Context: an optimization exercise on an open-source flow, tuned for small area, a short achievable clock period and few clock cycles. The choices shown serve that exercise and are no tape-out recipe. Where RTL was checked, it was by simulation tests only, not by an equivalence proof against the original. Power figures rest on the tool's default switching activity, not on a simulated workload.

## cic_core
module cic_core (
    input  wire sys_clk,
    input  wire block_rst,       
    input  wire dclk_in,         
    input  wire dio_in,          
    input  wire reset_held,      
    input  wire cancel,          
    output reg  dio_drive_low,   
    output reg  terminated,      
    output reg  busy             
);
export LEC_CHECK = 0
export CAP_MARGIN = 20
export CORE_MARGIN = 2
export CORE_UTILIZATION = 40
export SLEW_MARGIN = 20
create_clock -name core_clock -period 15.0 [get_ports {sys_clk}]
standard.sh (not shown) runs the stock make flow with config.mk's settings and CLKGATE_MAP_FILE= SYNTH_SCRIPT=/design/flow/synth_recipe.tcl, a recipe that flattens the netlist after the stock synthesis.
==> flow/flow/run.sh <==
#!/bin/bash
# Standard layout, with repair_timing aiming for setup slack 11.1 ns (a
# tighter achieved period) instead of 0.
set -euo pipefail
bash standard.sh SETUP_SLACK_MARGIN=11.1 CTS_CLUSTER_SIZE=30 CTS_CLUSTER_DIAMETER=60 CORE_UTILIZATION=65 finish > run_standard.log 2>&1
The starting point completed with no timing, DRC or antenna violations.
Change:
==> flow/flow/run.sh (replaced) <==
#!/bin/bash
# Standard layout, with repair_timing aiming for setup slack 11 ns (a
# tighter achieved period) instead of 0.
set -euo pipefail
bash standard.sh SETUP_SLACK_MARGIN=11 CTS_CLUSTER_SIZE=30 CTS_CLUSTER_DIAMETER=60 CORE_UTILIZATION=70 finish > run_standard.log 2>&1
Total power falls by about 5.3%.
Setup slack loses 0.063 ns.
Flip-flop and latch count does not change.
Critical path depth rises by 5.
Clock power falls by 13%.
Final area falls by about 1.5%.
Utilization rises by 5.0 points.
Global-route usage rises by 2.0 points.
Non-clock buffer count falls by 2.
First-iteration DRC count rises by 37%.
Fmax falls by 1.6%.
No functional check of the RTL was part of any run of this note.

main:
The RTL this note starts from:
==> flow/design.v <==
module cic_core (
    input  wire sys_clk,
    input  wire block_rst,       
    input  wire dclk_in,         
    input  wire dio_in,          
    input  wire reset_held,      
    input  wire cancel,          
    output reg  dio_drive_low,   
    output reg  terminated,      
    output reg  busy             
);
    localparam [92:0] PRE_BITS =
        93'b111101000111001111110000100001001010001101011111010001110010000001011110010011100101111011000;
    localparam [3:0]
        ST_WAIT  = 4'd0,
        ST_TERM  = 4'd1,
        ST_PRE   = 4'd2,    
        ST_DRAIN = 4'd3,    
        ST_CMD   = 4'd4,    
        ST_CPAD  = 4'd5,    
        ST_CWR   = 4'd6,    
        ST_VMARK = 4'd7,    
        ST_VRD   = 4'd8,    
        ST_VSYNC = 4'd9,    
        ST_VWR   = 4'd10,   
        ST_RACK  = 4'd11,   
        ST_DIE   = 4'd12;   
    reg  [3:0]   st;            
    reg  [6:0]   cnt;           
    reg          wait_act;      
    reg          cap_q;         
    reg          rbit;          
    reg          rst_q;         
    reg          cmd_hi;
    reg  [60:1]  mv;
    reg  [3:0]   p;             
    reg          eng_run;       
    reg          eng_wait;      
    reg          eng_v1;        
    reg          eng_v2;        
    reg          eng_first;     
    reg  [1:0]   eng_rnd;
    reg  [3:0]   eng_x;
    reg  [3:0]   eng_bs;        
    reg  [119:0] vm;
    reg  [3:0]   nib;
    reg          vshift;        
    reg  [3:0]   va_a;
    reg          va_carry;
    wire [3:0] m1  = mv[4:1],   m2  = mv[8:5],   m3  = mv[12:9],  m4  = mv[16:13];
    wire [3:0] m5  = mv[20:17], m6  = mv[24:21], m7  = mv[28:25], m8  = mv[32:29];
    wire [3:0] m9  = mv[36:33], m10 = mv[40:37], m11 = mv[44:41], m12 = mv[48:45];
    wire [3:0] m13 = mv[52:49], m14 = mv[56:53], m15 = mv[60:57];
    wire [3:0] xe  = eng_first ? m15 : eng_x;
    wire [3:0] n1  = m1 + xe + 4'd1;
    wire [3:0] n2  = ~(n1 + m2 + 4'd1);
    wire [4:0] t3  = {1'b0, m2} + {1'b0, m3} + 5'd1;
    wire       ca  = ~t3[4];                                
    wire [3:0] n3b = t3[3:0] + m3;
    wire [3:0] n3  = ca ? t3[3:0] : n3b;
    wire [3:0] n4a = m3 + m4;
    wire [3:0] n4  = ca ? n4a : (n3b + m4);
    wire [3:0] n5a = n4a + m5;
    wire [3:0] n5b = m4[3] ? (m4 + 4'd8) : (m4 + 4'd8 + m5);
    wire [3:0] n5  = ca ? n5a : n5b;
    wire [3:0] n6a = m5[3] ? (m5 + 4'd8) : (m5 + 4'd8 + m6);
    wire [3:0] n6b = m5 + m6 + 4'd1;
    wire [3:0] n6  = ca ? n6a : n6b;
    wire [3:0] bs  = ca ? m6 : n6b;                         
    wire [3:0] n7  = eng_bs + m7  + 4'd1;
    wire [3:0] n8  = n7  + m8  + 4'd1;
    wire [3:0] n9  = n8  + m9  + 4'd1;
    wire [3:0] n10 = n9  + m10 + 4'd1;
    wire [3:0] n11 = m10 + m11 + 4'd1;
    wire [3:0] n12 = n11 + m12 + 4'd1;
    wire [3:0] n13 = n12 + m13 + 4'd1;
    wire [3:0] n14 = n13 + m14 + 4'd1;
    wire [3:0] n15 = n14 + m15 + 4'd1;
    wire eng_busy = eng_run || eng_wait || eng_v1 || eng_v2;
    wire [3:0] va_1 = {va_a[3] ^ ~nib[0], va_a[2:0]};
    wire [3:0] va_2 = va_1[1] ? va_1 : (va_1 + 4'd4);
    wire [3:0] va_3 = va_2 + nib;
    wire [3:0] va_4 = va_carry ? va_3 : (va_3 + 4'd7);
    wire [3:0] va_5 = va_4 + va_3;
    wire [4:0] va_6 = {1'b0, va_5} + {1'b0, va_3} + {4'd0, va_carry};
    wire [3:0] va_7 = ~va_6[3:0];
    wire is_read = (st == ST_DRAIN) || (st == ST_CMD) || (st == ST_CPAD) ||
                   (st == ST_VRD);
    wire can_cap = (st != ST_WAIT) && (st != ST_TERM) && (st != ST_DIE) &&
                   !((st == ST_CWR) && eng_busy);
    reg [3:0] mp;
    always @(*) begin
        case (p)
            4'd1:  mp = m1;   4'd2:  mp = m2;   4'd3:  mp = m3;
            4'd4:  mp = m4;   4'd5:  mp = m5;   4'd6:  mp = m6;
            4'd7:  mp = m7;   4'd8:  mp = m8;   4'd9:  mp = m9;
            4'd10: mp = m10;  4'd11: mp = m11;  4'd12: mp = m12;
            4'd13: mp = m13;  4'd14: mp = m14;  default: mp = m15;
        endcase
    end
    reg wbit;
    always @(*) begin
        case (st)
            ST_PRE:   wbit = PRE_BITS[cnt];
            ST_CWR:   wbit = mp[0];
            ST_VMARK: wbit = ~cnt[0];                        
            ST_VWR:   wbit = vm[3 - cnt[1:0]];
            default:  wbit = 1'b0;                           
        endcase
    end
    wire drive0   = can_cap && !is_read && !wbit;            
    wire capture  = can_cap && !wait_act && !dclk_in;
    wire complete = wait_act && dclk_in;
    wire die_now  = complete && ((st == ST_DIE) ||
                    (cap_q && st == ST_CMD && cnt[0] && !cmd_hi && rbit));
    reg [3:0] st_a;
    reg [6:0] cnt_a;
    reg [3:0] p_a;
    always @(*) begin
        st_a  = st;
        cnt_a = cnt;
        p_a   = p;
        if (eng_v1)
            p_a = (n7 == 4'd0) ? 4'd1 : n7;
        if (cap_q) begin
            cnt_a = cnt + 7'd1;
            case (st)
                ST_PRE:   if (cnt == 7'd92) begin st_a = ST_DRAIN; cnt_a = 7'd0; end
                ST_DRAIN: if (cnt == 7'd7)  begin st_a = ST_CMD;   cnt_a = 7'd0; end
                ST_CMD: begin
                    if (cnt[0]) begin
                        cnt_a = 7'd0;
                        case ({cmd_hi, rbit})
                            2'b00:   st_a = ST_CPAD;
                            2'b01:   st_a = ST_DIE;
                            2'b10:   st_a = ST_VMARK;
                            default: st_a = ST_RACK;
                        endcase
                    end
                end
                ST_CPAD:  st_a = ST_CWR;
                ST_CWR: begin
                    p_a = p + 4'd1;
                    if (p == 4'hF) begin st_a = ST_CMD; cnt_a = 7'd0; end
                    else                 st_a = ST_CPAD;
                end
                ST_VMARK: if (cnt == 7'd7)   begin st_a = ST_VRD;   cnt_a = 7'd0; end
                ST_VRD:   if (cnt == 7'd119) begin st_a = ST_VSYNC; cnt_a = 7'd0; end
                ST_VSYNC: begin st_a = ST_VWR; cnt_a = 7'd0; end
                ST_VWR:   if (cnt == 7'd119) begin st_a = ST_CMD;   cnt_a = 7'd0; end
                ST_RACK:  begin st_a = ST_CMD; cnt_a = 7'd0; end
                default: ;
            endcase
        end
        if (st == ST_WAIT) cnt_a = 7'd0;
    end
    reg [3:0] st_d;
    reg       wait_act_d, dd_d;
    always @(*) begin
        st_d       = st_a;
        wait_act_d = wait_act;
        dd_d       = dio_drive_low;
        if (block_rst) begin
            st_d       = ST_WAIT;
            wait_act_d = 1'b0;
            dd_d       = 1'b0;
        end else if (st == ST_TERM) begin
            st_d       = ST_TERM;
            dd_d       = 1'b0;
        end else if (cancel || die_now) begin
            st_d       = ST_TERM;
            wait_act_d = 1'b0;
            dd_d       = 1'b0;
        end else if (st == ST_WAIT) begin
            if (!reset_held) st_d = ST_PRE;
            wait_act_d = 1'b0;
        end else if (capture) begin
            wait_act_d = 1'b1;
            dd_d       = drive0;
        end else if (complete) begin
            wait_act_d = 1'b0;
            dd_d       = 1'b0;
        end
    end
    wire eng_start = capture && (st == ST_CMD) && !cnt[0] && !dio_in;
    wire eng_end   = eng_run && (xe == 4'd0);                
    wire eng_run_d  = !block_rst && (eng_start ||
                      (eng_run && !eng_end) || (eng_wait && eng_v2 && !eng_v1));
    wire eng_wait_d = !block_rst && !eng_start &&
                      ((eng_end && eng_rnd != 2'd2) || (eng_wait && !(eng_v2 && !eng_v1)));
    wire eng_v1_d   = !block_rst && eng_run;
    wire eng_v2_d   = !block_rst && eng_v1;
    always @(posedge sys_clk) begin
        st            <= st_d;
        cnt           <= cnt_a;
        p             <= p_a;
        wait_act      <= wait_act_d;
        dio_drive_low <= dd_d;
        terminated    <= (st_d == ST_TERM);
        busy          <= (st_a == ST_CWR) &&
                         (eng_run_d || eng_wait_d || eng_v1_d || eng_v2_d);
        cap_q         <= capture;
        rst_q         <= block_rst;
        eng_run       <= eng_run_d;
        eng_wait      <= eng_wait_d;
        eng_v1        <= eng_v1_d;
        eng_v2        <= eng_v2_d;
        if (capture)
            rbit <= dio_in;
        if (cap_q && st == ST_CMD && !cnt[0])
            cmd_hi <= rbit;
        if (eng_start) begin
            eng_first <= 1'b1;
            eng_rnd   <= 2'd0;
        end else if (eng_run) begin
            eng_x     <= xe - 4'd1;
            eng_first <= (xe == 4'd0);
            eng_bs    <= bs;
            if (xe == 4'd0) eng_rnd <= eng_rnd + 2'd1;
        end
        if (eng_run)
            mv[4:1] <= n1;
        else if (cap_q && st == ST_DRAIN && cnt[2])
            mv[4:1] <= {mv[3:1], rbit};               
        if (rst_q)
            mv[24:5] <= 20'hB8F41;                    
        else if (eng_run)
            mv[24:5] <= {n6, n5, n4, n3, n2};
        if (rst_q)
            mv[40:25] <= 16'hDC75;                    
        else if (eng_v1)
            mv[40:25] <= {n10, n9, n8, n7};
        if (rst_q)
            mv[60:41] <= 20'h89E16;                   
        else if (eng_v2)
            mv[60:41] <= {n15, n14, n13, n12, n11};
        if (cap_q && st == ST_VRD)
            nib <= {nib[2:0], rbit};
        vshift <= cap_q && (st == ST_VRD) && (cnt[1:0] == 2'd3);
        if (vshift || (cap_q && st == ST_VWR && cnt[1:0] == 2'd3))
            vm <= {va_7, vm[119:4]};
        if (vshift) begin
            va_a     <= va_7;
            va_carry <= va_6[4];
        end else if (cap_q && st == ST_CMD) begin
            va_a     <= 4'd5;
            va_carry <= 1'b1;
        end
    end
endmodule
Settings: LEC_CHECK=0, CAP_MARGIN=20, CORE_MARGIN=2, CORE_UTILIZATION=40, SLEW_MARGIN=20; clock period 15.0 ns.
run.sh (not shown) runs the stock make flow with config.mk's settings and CLKGATE_MAP_FILE= SYNTH_SCRIPT=/design/flow/synth_recipe.tcl, a recipe that flattens the netlist after the stock synthesis.
Stock flow here: none of the scripts above is used.
Having completed the whole flow, main delivered a layout that passed the timing, design-rule and antenna checks.
Testbench counts of main, summed over its fixed seeds: cycles 71,412.
Setup changes, main to the feature branch
Settings: a change of CORE_UTILIZATION from 40 to 60; an added CTS_CLUSTER_SIZE of 30; an added CTS_BUF_LIST of sky130_fd_sc_hd__clkbuf_8.
[summary]
The feature branch: done, clean on timing, DRC and antenna
The feature branch ends up with higher starting density of the core than main does.
Looking at end point of the critical path, the eng_bs[2]$_DFFE_PP_ result is from main; the eng_bs[0]$_DFFE_PP_ one comes from the feature branch.
Post-route total power of the feature branch falls short of that of main by a few percent.
Compared with main, in the feature branch power in the clock group went down; final period utilization went up; aggregate routed wire length went up.

== old ==
RTL: one of the versions met above, not the one the previous note started from.
Size in the first run: roughly 950 cells after synthesis, roughly 250 flip-flops, about 9 I/O pins.
clock: 15.0 ns
lec_check: 0
cap_margin: 20
core_margin: 2
core_utilization: 40
slew_margin: 20
standard.sh (not shown) runs the stock make flow with config.mk's settings and CLKGATE_MAP_FILE= SYNTH_SCRIPT=/design/flow/synth_recipe.tcl, a recipe that flattens the netlist after the stock synthesis.
==> flow/flow/run.sh <==
#!/bin/bash
# Standard layout, with repair_timing aiming for setup slack 11 ns (a
# tighter achieved period) instead of 0, 70% utilisation, and a clock tree
# of clkbuf_8 leaf buffers (at most 15 flip-flops each) under clkbuf_16.
set -euo pipefail
bash standard.sh SETUP_SLACK_MARGIN=11 CORE_UTILIZATION=70 \
  "CTS_ARGS=-sink_clustering_enable -repair_clock_nets -sink_clustering_size 15 -sink_clustering_max_diameter 60 -buf_list sky130_fd_sc_hd__clkbuf_8 -root_buf sky130_fd_sc_hd__clkbuf_16" \
  finish > run_standard.log 2>&1
Edits applied to the flow inputs when going from old to new:
==> flow/flow/run.sh <==
#!/bin/bash
# Standard layout, with:
#  - repair_timing aiming for setup slack 11 ns (a tighter achieved period)
#    instead of 0,
#  - 70% utilisation,
#  - buf_4 cells as the port buffers (every port is still buffered),
#  - a clock tree of clkbuf_8 leaf buffers (at most 15 flip-flops each)
#    under clkbuf_16.
set -euo pipefail
bash standard.sh SETUP_SLACK_MARGIN=11 CORE_UTILIZATION=70 \
  "BUFFER_PORTS_ARGS=-buffer_cell sky130_fd_sc_hd__buf_4" \
  "CTS_ARGS=-sink_clustering_enable -repair_clock_nets -sink_clustering_size 15 -sink_clustering_max_diameter 60 -buf_list sky130_fd_sc_hd__clkbuf_8 -root_buf sky130_fd_sc_hd__clkbuf_16" \
  finish > run_standard.log 2>&1
Findings:
new: full flow OK, the timing, design-rule and antenna checks passed
Changes observed in new relative to old: final hold slack was more or less identical, met3 layer usage reported by global route was more or less identical, routed wire length went down by 1.7%, stage delay of the slowest cell on the critical path went down by 0.12 ns.
Between old and new, the area of combinational cells with multiple inputs figures differ only marginally.
Re count of clock-buffer cells in the layout: new and old aren't equal, and the higher value belongs to old.
Compared with old, in new number of vias per cell after detailed routing neither gained nor lost much, power lost 2.0%, minimum setup slack in the final design picked up an extra 0.042 ns.
Proportion of power drawn by the clock network is higher on old
No functional check of the RTL was part of any run of this note.

cic_core, a different RTL version from the one above (not shown whole).
For scale: ~950 cells after synthesis, ~0.0098 mm² of cells after synthesis.
clock: 15.0 ns
lec_check: 0
cap_margin: 20
core_margin: 2
core_utilization: 40
slew_margin: 20
==> flow/flow/run.sh <==
#!/bin/bash
# Standard layout, with repair_timing aiming for setup slack 11 ns (a
# tighter achieved period) instead of 0.
set -euo pipefail
bash standard.sh SETUP_SLACK_MARGIN=11 CTS_CLUSTER_SIZE=30 CTS_CLUSTER_DIAMETER=60 CORE_UTILIZATION=55 finish > run_standard.log 2>&1
The starting point finished with timing, DRC and antenna clean.
Rerun with:
==> flow/flow/run.sh (replaced) <==
#!/bin/bash
# Standard layout, with repair_timing aiming for setup slack 11 ns (a
# tighter achieved period) instead of 0.
set -euo pipefail
bash standard.sh SETUP_SLACK_MARGIN=11 CTS_CLUSTER_SIZE=50 CTS_CLUSTER_DIAMETER=45 CORE_UTILIZATION=55 finish > run_standard.log 2>&1
Result: Critical path depth stays the same; clock power rose by 12%; design area rises by 1.1%; die area is unchanged.
Function was not checked in any run of this note: the RTL went through the layout flow alone.

## oak
cic_core, a different RTL version from the one above (not shown whole).
Size: roughly 980 cells after synthesis, ~240 flip-flops, roughly 10000 um2 of cells after synthesis.
Design cic_core, start of the top module:
module cic_core (
    input  wire sys_clk,
    input  wire block_rst,       
    input  wire dclk_in,         
    input  wire dio_in,          
    input  wire reset_held,      
    input  wire cancel,          
    output reg  dio_drive_low,   
    output reg  terminated,      
    output reg  busy             
);
clock: 15.0 ns
lec_check: 0
cap_margin: 20
core_margin: 2
core_utilization: 40
slew_margin: 20
==> flow/flow/run.sh <==
#!/bin/bash
# Standard layout, with repair_timing aiming for setup slack 11 ns (a
# tighter achieved period) instead of 0.
set -euo pipefail
bash standard.sh SETUP_SLACK_MARGIN=11 CTS_CLUSTER_SIZE=30 CTS_CLUSTER_DIAMETER=60 CORE_UTILIZATION=55 finish > run_standard.log 2>&1
Edits applied to the flow inputs when going from oak to pine:
==> flow/flow/run.sh <==
#!/bin/bash
# Standard layout, with repair_timing aiming for setup slack 11 ns (a
# tighter achieved period) instead of 0.
set -euo pipefail
bash standard.sh SETUP_SLACK_MARGIN=11 CTS_CLUSTER_SIZE=30 CTS_CLUSTER_DIAMETER=60 finish > run_standard.log 2>&1
## What came out
Relative to oak, clock tree buffer count of the final layout has gone up in pine.
Summary: with oak as the reference, first-pass GRT wire length in pine moved down slightly.
Between oak and pine, the area of placed instances is lower for oak.
Changes observed in pine relative to oak: setup slack moved down; total via count after detailed routing shrank by 2.1%; worst reg-to-reg setup slack now sits lower; maximum frequency shrank by 0.0033 GHz.
Wire length in pine is about 2.8% below oak.
No run of this note included a check of the RTL's function; only the layout flow was run.

port drivers added, routing unchanged:
Ports are ideal in the flow. The routed layouts listed here were re-timed in OpenROAD.
Step 1 sets driving cells, clkbuf_16 on the clock port and buf_2 on the other inputs (assumed; they add their load-dependent delay and slew).
Step 2 moves the port delays by t, midway between the first and last clock arrival at a register: inputs arrive t later, outputs are due t later. That takes back most of the time a late clock gives input paths.
Slacks: ideal / step 1 / step 2; pairs: ideal / step 1.
| run | t (ns) | slack for setup (ns) | hold slack, ns | latest minus earliest clock arrival (ns) |
|---|---|---|---|---|
| the first run of note 1 | 0.534 | 11.055 / 11.011 / 10.554 | 0.322 / 0.322 / 0.322 | 0.028 / 0.028 |
| the second run of note 1 | 0.520 | 10.991 / 11.008 / 10.488 | 0.334 / 0.334 / 0.334 | 0.027 / 0.026 |
| main | 0.579 | 10.583 / 10.552 / 10.026 | 0.413 / 0.413 / 0.413 | 0.031 / 0.030 |
| the feature branch | 0.577 | 10.372 / 10.378 / 9.801 | 0.409 / 0.409 / 0.409 | 0.018 / 0.017 |
| old | 0.512 | 11.003 / 10.998 / 10.504 | 0.324 / 0.324 / 0.324 | 0.027 / 0.027 |
| new | 0.500 | 11.045 / 11.006 / 10.867 | 0.322 / 0.322 / 0.322 | 0.030 / 0.030 |
| the first run of note 4 | 0.540 | 11.039 / 10.998 / 10.531 | 0.330 / 0.330 / 0.330 | 0.019 / 0.019 |
| the second run of note 4 | 0.567 | 11.020 / 10.974 / 10.533 | 0.320 / 0.320 / 0.320 | 0.041 / 0.040 |
| oak | 0.536 | 10.849 / 10.849 / 10.525 | 0.333 / 0.333 / 0.333 | 0.028 / 0.027 |
| pine | 0.532 | 10.792 / 10.792 / 10.615 | 0.325 / 0.325 / 0.325 | 0.038 / 0.038 |
After both steps setup and hold are still met in every run listed. The setup slack of the feature branch, which loses most, moves by +0.006 ns with the drivers and by -0.571 ns with both steps.
